This design comes from an exercise in tuning for small area, a short achievable clock period and few clock cycles on the open sky130 flow, not from production work. At most, simulation tests tie the RTL to the original design; equivalence was not proved. Power and IR drop assume default switching activity.

Setup of exp/raven:
Design adb_kbd_translator, start of the top module:
module adb_kbd_translator (
    input  wire        clk,
    input  wire        rst_n,         
    input  wire        in_valid,
    output wire        in_ready,
    input  wire        in_clear,      
    input  wire [7:0]  in_len,        
    input  wire [63:0] in_data,       
    output wire        ev_valid,
    input  wire        ev_ready,
    output wire [7:0]  ev_data,
    output reg  [31:0] short_count
);
    function [7:0] keymap;
        input [7:0] u;
        begin
            case (u)
                8'h04: keymap = 8'h80 | 8'h00;   
                8'h05: keymap = 8'h80 | 8'h0B;   
                8'h06: keymap = 8'h80 | 8'h08;   
                8'h07: keymap = 8'h80 | 8'h02;   
                8'h08: keymap = 8'h80 | 8'h0E;   
                8'h09: keymap = 8'h80 | 8'h03;   
                8'h0A: keymap = 8'h80 | 8'h05;   
                8'h0B: keymap = 8'h80 | 8'h04;   
                8'h0C: keymap = 8'h80 | 8'h22;   
                8'h0D: keymap = 8'h80 | 8'h26;   
                8'h0E: keymap = 8'h80 | 8'h28;   
                8'h0F: keymap = 8'h80 | 8'h25;   
                8'h10: keymap = 8'h80 | 8'h2E;   
                8'h11: keymap = 8'h80 | 8'h2D;   
                8'h12: keymap = 8'h80 | 8'h1F;   
                8'h13: keymap = 8'h80 | 8'h23;   
                8'h14: keymap = 8'h80 | 8'h0C;   
                8'h15: keymap = 8'h80 | 8'h0F;   
                8'h16: keymap = 8'h80 | 8'h01;   
                8'h17: keymap = 8'h80 | 8'h11;   
                8'h18: keymap = 8'h80 | 8'h20;   
                8'h19: keymap = 8'h80 | 8'h09;   
                8'h1A: keymap = 8'h80 | 8'h0D;   
                8'h1B: keymap = 8'h80 | 8'h07;   
                8'h1C: keymap = 8'h80 | 8'h10;   
                8'h1D: keymap = 8'h80 | 8'h06;   
                8'h1E: keymap = 8'h80 | 8'h12;   
  ...
export LEC_CHECK = 0
export CAP_MARGIN = 20
export CORE_MARGIN = 2
export CORE_UTILIZATION = 40
export CTS_BUF_LIST = sky130_fd_sc_hd__clkbuf_8
export SETUP_SLACK_MARGIN = 4.8
export SLEW_MARGIN = 20
create_clock -name core_clock -period 8.0 [get_ports {clk}]
standard.sh (not shown) runs the stock make flow with config.mk's settings and CLKGATE_MAP_FILE= SYNTH_SCRIPT=/design/flow/synth_recipe.tcl, a recipe that flattens the netlist after the stock synthesis.
==> flow/flow/run.sh <==
#!/bin/bash
# Standard layout, with plain buf_2 cells as the port buffers instead of the
# cell buffer_ports picks by default. Make's output goes to flow_make.log.
set -euo pipefail
export BUFFER_PORTS_ARGS="-buffer_cell sky130_fd_sc_hd__buf_2"
bash standard.sh > flow_make.log 2>&1
Testbench counts of exp/raven, summed over its fixed seeds: cycles 2,446.
Modified inputs, exp/quartz compared to exp/raven
diff --git a/flow/config.mk b/flow/config.mk
--- a/flow/config.mk
+++ b/flow/config.mk
@@ -10,4 +10,4 @@
 export CORE_UTILIZATION = 40
 export CTS_BUF_LIST = sky130_fd_sc_hd__clkbuf_8
-export SETUP_SLACK_MARGIN = 4.8
+export SETUP_SLACK_MARGIN = 4.5
 export SLEW_MARGIN = 20
[summary]
Per the comparison of exp/quartz with exp/raven, reported leakage power down about 4.3%; upper clock frequency limit down 22 MHz. Count of clock-buffer cells in the layout: exp/quartz < exp/raven. exp/quartz vs exp/raven — minimum setup slack in the final design dropped 0.25 ns. Going from exp/raven to exp/quartz, via count of the first global-routing pass grew by about 0.46%; cell area shrank by 540 um2. Going from exp/raven to exp/quartz, the final net count was found to have gone down by 1.6%. In exp/quartz, power share of the clock group is lower than in exp/raven. Start point of the critical path: in_data[22] -> exp/quartz, cur_keys[16] -> exp/raven.
#### Input delta (exp/indigo over exp/quartz)
diff --git a/flow/config.mk b/flow/config.mk
--- a/flow/config.mk
+++ b/flow/config.mk
@@ -10,4 +10,4 @@
 export CORE_UTILIZATION = 40
 export CTS_BUF_LIST = sky130_fd_sc_hd__clkbuf_8
-export SETUP_SLACK_MARGIN = 4.5
+export SETUP_SLACK_MARGIN = 4.7
 export SLEW_MARGIN = 20
Notes after the runs:
exp/indigo finished every step from synthesis to the final layout, and the layout passed the timing, DRC and antenna checks.
exp/indigo vs exp/quartz, instance count: exp/indigo higher
Looking only at final critical-path required period, and setting everything else aside, the lower value of exp/indigo and exp/quartz goes to exp/indigo.
exp/indigo ended with less data arrival time of the critical path than exp/quartz.
Violation count after the first detailed-routing iteration is higher on exp/quartz
Cmp exp/indigo and exp/quartz / power density over the cells / lower: exp/quartz
The post-synthesis sequential area ratio was comparable across exp/indigo and exp/quartz.
After detailed routing, exp/quartz needs less wire than exp/indigo.
Going from exp/quartz to exp/indigo, reported net switching power increased by about 4% relative to the old numbers; first-pass GRT wire length now sits at about the same level; least setup slack across all paths after layout rose 0.21 ns.


adb_kbd_translator, a different RTL version from the one above (not shown whole).
For scale: roughly 1600 cells after synthesis, about 170 flip-flops, about 120 I/O pins, roughly 12000 µm² of cells after synthesis.
Settings: LEC_CHECK=0, CAP_MARGIN=20, CORE_MARGIN=2, CORE_UTILIZATION=40, CTS_BUF_LIST=sky130_fd_sc_hd__clkbuf_8, SETUP_SLACK_MARGIN=4.7, SLEW_MARGIN=20; clock period 8.0 ns.
Scripts as last shown in full above: flow/flow/run.sh
The first run completed without violations.
==> next run, changes <==
--- a/flow/config.mk
+++ b/flow/config.mk
@@ -10,4 +10,4 @@
 export CORE_UTILIZATION = 40
 export CTS_BUF_LIST = sky130_fd_sc_hd__clkbuf_8
-export SETUP_SLACK_MARGIN = 4.7
+export SETUP_SLACK_MARGIN = 4.5
 export SLEW_MARGIN = 20
After rerunning: Area after synthesis is unchanged. Cell area goes down by 2.5%. Routed wire length goes down by 1.6%. Power goes down by 2.5%. Non-clock buffer count goes down by 18. Sequential power hardly moves. Setup slack loses 83 ps. Via count goes down by 0.66%. Clock power goes down by 7.7%. Sequential share of layout area goes up by 0.59 points.
No functional check of the RTL was part of any run of this note.


## build 8
adb_kbd_translator, a different RTL version from the one above (not shown whole).
For scale: roughly 1500 cells after synthesis, about 120 I/O pins, ~0.014 sq mm of cells after synthesis.
clock: 8.0 ns
lec_check: 0
cap_margin: 20
core_margin: 2
core_utilization: 40
cts_buf_list: sky130_fd_sc_hd__clkbuf_4 sky130_fd_sc_hd__clkbuf_8
setup_slack_margin: 4.5
slew_margin: 20
Scripts as last shown in full above: flow/flow/run.sh
--- input diff build 8..build 53 ---
Settings: a deleted CTS_BUF_LIST that had been sky130_fd_sc_hd__clkbuf_4 sky130_fd_sc_hd__clkbuf_8.
==> flow/run.sh (new file) <==
#!/bin/bash
# synth_recipe.tcl (not shown) runs the flow's synth.tcl, then flattens the netlist and writes it again
# the make line also repeats each setting of config.mk as NAME=value (left out here)
make -C /OpenROAD-flow-scripts/flow DESIGN_CONFIG=/design/flow/config.mk WORK_HOME=/design/flow/orfs CLKGATE_MAP_FILE= SYNTH_SCRIPT=/design/flow/synth_recipe.tcl finish
removed: flow/flow/run.sh
removed: flow/standard.sh
## What came out
From build 8 to build 53 the numbers moved as follows: total cell area at the placement stage moved up, placer congestion estimate moved down, slew at the pin closest to its max-slew limit moved up.
End point of the critical path = q1_d[1]$_DFFE_PP_: build 8; end point of the critical path = rdy$_SDFF_PN1_: build 53
Looking at total vias in the final route, build 53 sits 1.7% lower than build 8 does.
Area of all placed cells without fillers was lower in build 8 than in build 53.
Compared with build 8, build 53 shows a maximum single-stage delay on the critical path that is 0.15 ns lower.
Row worst setup slack: build 53 higher / build 8 lower
The share of the clock period used by the worst path reported for build 53 is smaller than that of build 8 by 0.75 points.
Diff build 8 -> build 53: total leakage power now smaller, growth of design area from synthesis to finish now sits higher, wire length +about 0.9%.
#### Input delta (build 7 over build 53)
Settings: changing SETUP_SLACK_MARGIN from 4.5 to 5.0.
## What came out
Worst setup slack in build 7 is 0.12 ns higher than in build 53. Build 7 reports a higher proportion of power drawn by combinational gates than build 53 does. In the flow results for build 7 and build 53, the number of cell instances on the worst register-to-register path is larger on build 7. Changes observed in build 7 relative to build 53: clock distribution area overhead in the final layout decreased by 0.70 points relative to the old numbers, combinational power +about 23%, per-cell routed wire length increased by 3.4% relative to the old numbers, overall power consumption now sits higher. Build 53 was smaller in final cell area than build 7. Changes observed in build 7 relative to build 53: routed length on met3 now sits higher; final global-route overflow total did not really move.
Modified inputs, build 91 compared to build 7
Settings: a change of SETUP_SLACK_MARGIN from 5.0 to 4.5; an added CTS_BUF_LIST of sky130_fd_sc_hd__clkbuf_4 sky130_fd_sc_hd__clkbuf_8.
[summary]
- Build 91 went all the way through the flow, and no timing, DRC or antenna check failed.
- | weighted congestion at the end of routability-driven global placement | higher: build 91 |
- Against build 7, build 91 comes in about 20% lower on first-iteration DRC count.
- Between build 91 and build 7, the wire length of the first global-routing pass is lower for build 91.
- From build 7 to build 91, post-synthesis cell area did not move at all.
- Vias: build 91 below build 7
No run of this note included a check of the RTL's function; only the layout flow was run.


Setup of run A:
RTL: one of the versions met above, not the one the previous note started from.
For scale: ~1,500 cells after synthesis, about 170 flip-flops.
export LEC_CHECK = 0
export CAP_MARGIN = 20
export CORE_MARGIN = 2
export CORE_UTILIZATION = 50
export CTS_BUF_LIST = sky130_fd_sc_hd__clkbuf_8 sky130_fd_sc_hd__clkbuf_16
export SETUP_SLACK_MARGIN = 4.7
export SLEW_MARGIN = 20
create_clock -name core_clock -period 8.0 [get_ports {clk}]
==> flow/flow/run.sh <==
#!/bin/bash
# Standard layout, with plain buf_2 cells as the port buffers instead of the
# cell buffer_ports picks by default. Make's output goes to flow_make.log.
set -euo pipefail
export BUFFER_PORTS_ARGS="-buffer_cell sky130_fd_sc_hd__buf_2"
bash standard.sh > flow_make.log 2>&1
Testbench counts of run A, summed over its fixed seeds: cycles 2,446.
diff inputs: run A => run B
Settings: CORE_UTILIZATION changed from 50 to 40; CTS_BUF_LIST changed from sky130_fd_sc_hd__clkbuf_8 sky130_fd_sc_hd__clkbuf_16 to sky130_fd_sc_hd__clkbuf_8; SETUP_SLACK_MARGIN changed from 4.7 to 4.9.
Findings:
- The flow did not stop early for run B: all stages ran, and the layout cleared the timing, DRC and antenna checks.
- Taking run A as the reference, in run B clock network area share now smaller; die extent in y now larger; inserted tap cell count now larger; pre-CTS worst setup slack now smaller.
[inputs] run C vs run B
Settings: TNS_END_PERCENT newly set to 0; SETUP_SLACK_MARGIN changed from 4.9 to 4.7.
--- outcome ---
Per the comparison of run C with run B, largest net degree at the start of global routing moved up, area growth from synthesis to layout moved down. Comparing run C and run B, cell area is higher on run B. Part of the cycle the worst path needs came out higher on run C than on run B.

[static timing again, ports no longer ideal]
Ports are ideal in the flow. The routed layouts listed here were re-timed in OpenROAD.
Step 1 sets driving cells, clkbuf_16 on the clock port and buf_2 on the other inputs (assumed; they add their load-dependent delay and slew).
Step 2 times the ports against the registers' clock, not the clock port: input delays grow and output delays shrink by t, the midpoint of the rising clock arrivals with the driver on.
a / b / c = no drivers / after step 1 / after step 2; a / b = the first two.
run	shift t [ns]	slack for setup (ns)	worst slew at a driven data input, ns
exp/raven	0.521	4.791 / 4.791 / 4.298	0.06
exp/quartz	0.526	4.546 / 4.574 / 4.047	0.07
exp/indigo	0.550	4.753 / 4.783 / 4.234	0.07
the first run of note 2	0.520	4.665 / 4.665 / 4.256	0.05
the second run of note 2	0.514	4.582 / 4.582 / 4.125	0.07
build 8	0.589	4.482 / 4.482 / 3.979	0.04
build 53	0.571	4.542 / 4.542 / 3.972	0.05
build 7	0.577	4.666 / 4.666 / 4.104	0.05
build 91	0.593	4.523 / 4.523 / 4.007	0.05
run A	0.477	4.700 / 4.731 / 4.254	0.06
run B	0.528	4.869 / 4.875 / 4.347	0.07
run C	0.538	4.610 / 4.635 / 4.097	0.06
After both steps setup and hold are still met in every run listed. For build 53, which loses most, drivers alone change the setup slack by 0.000 ns; drivers and shift together by -0.570 ns.
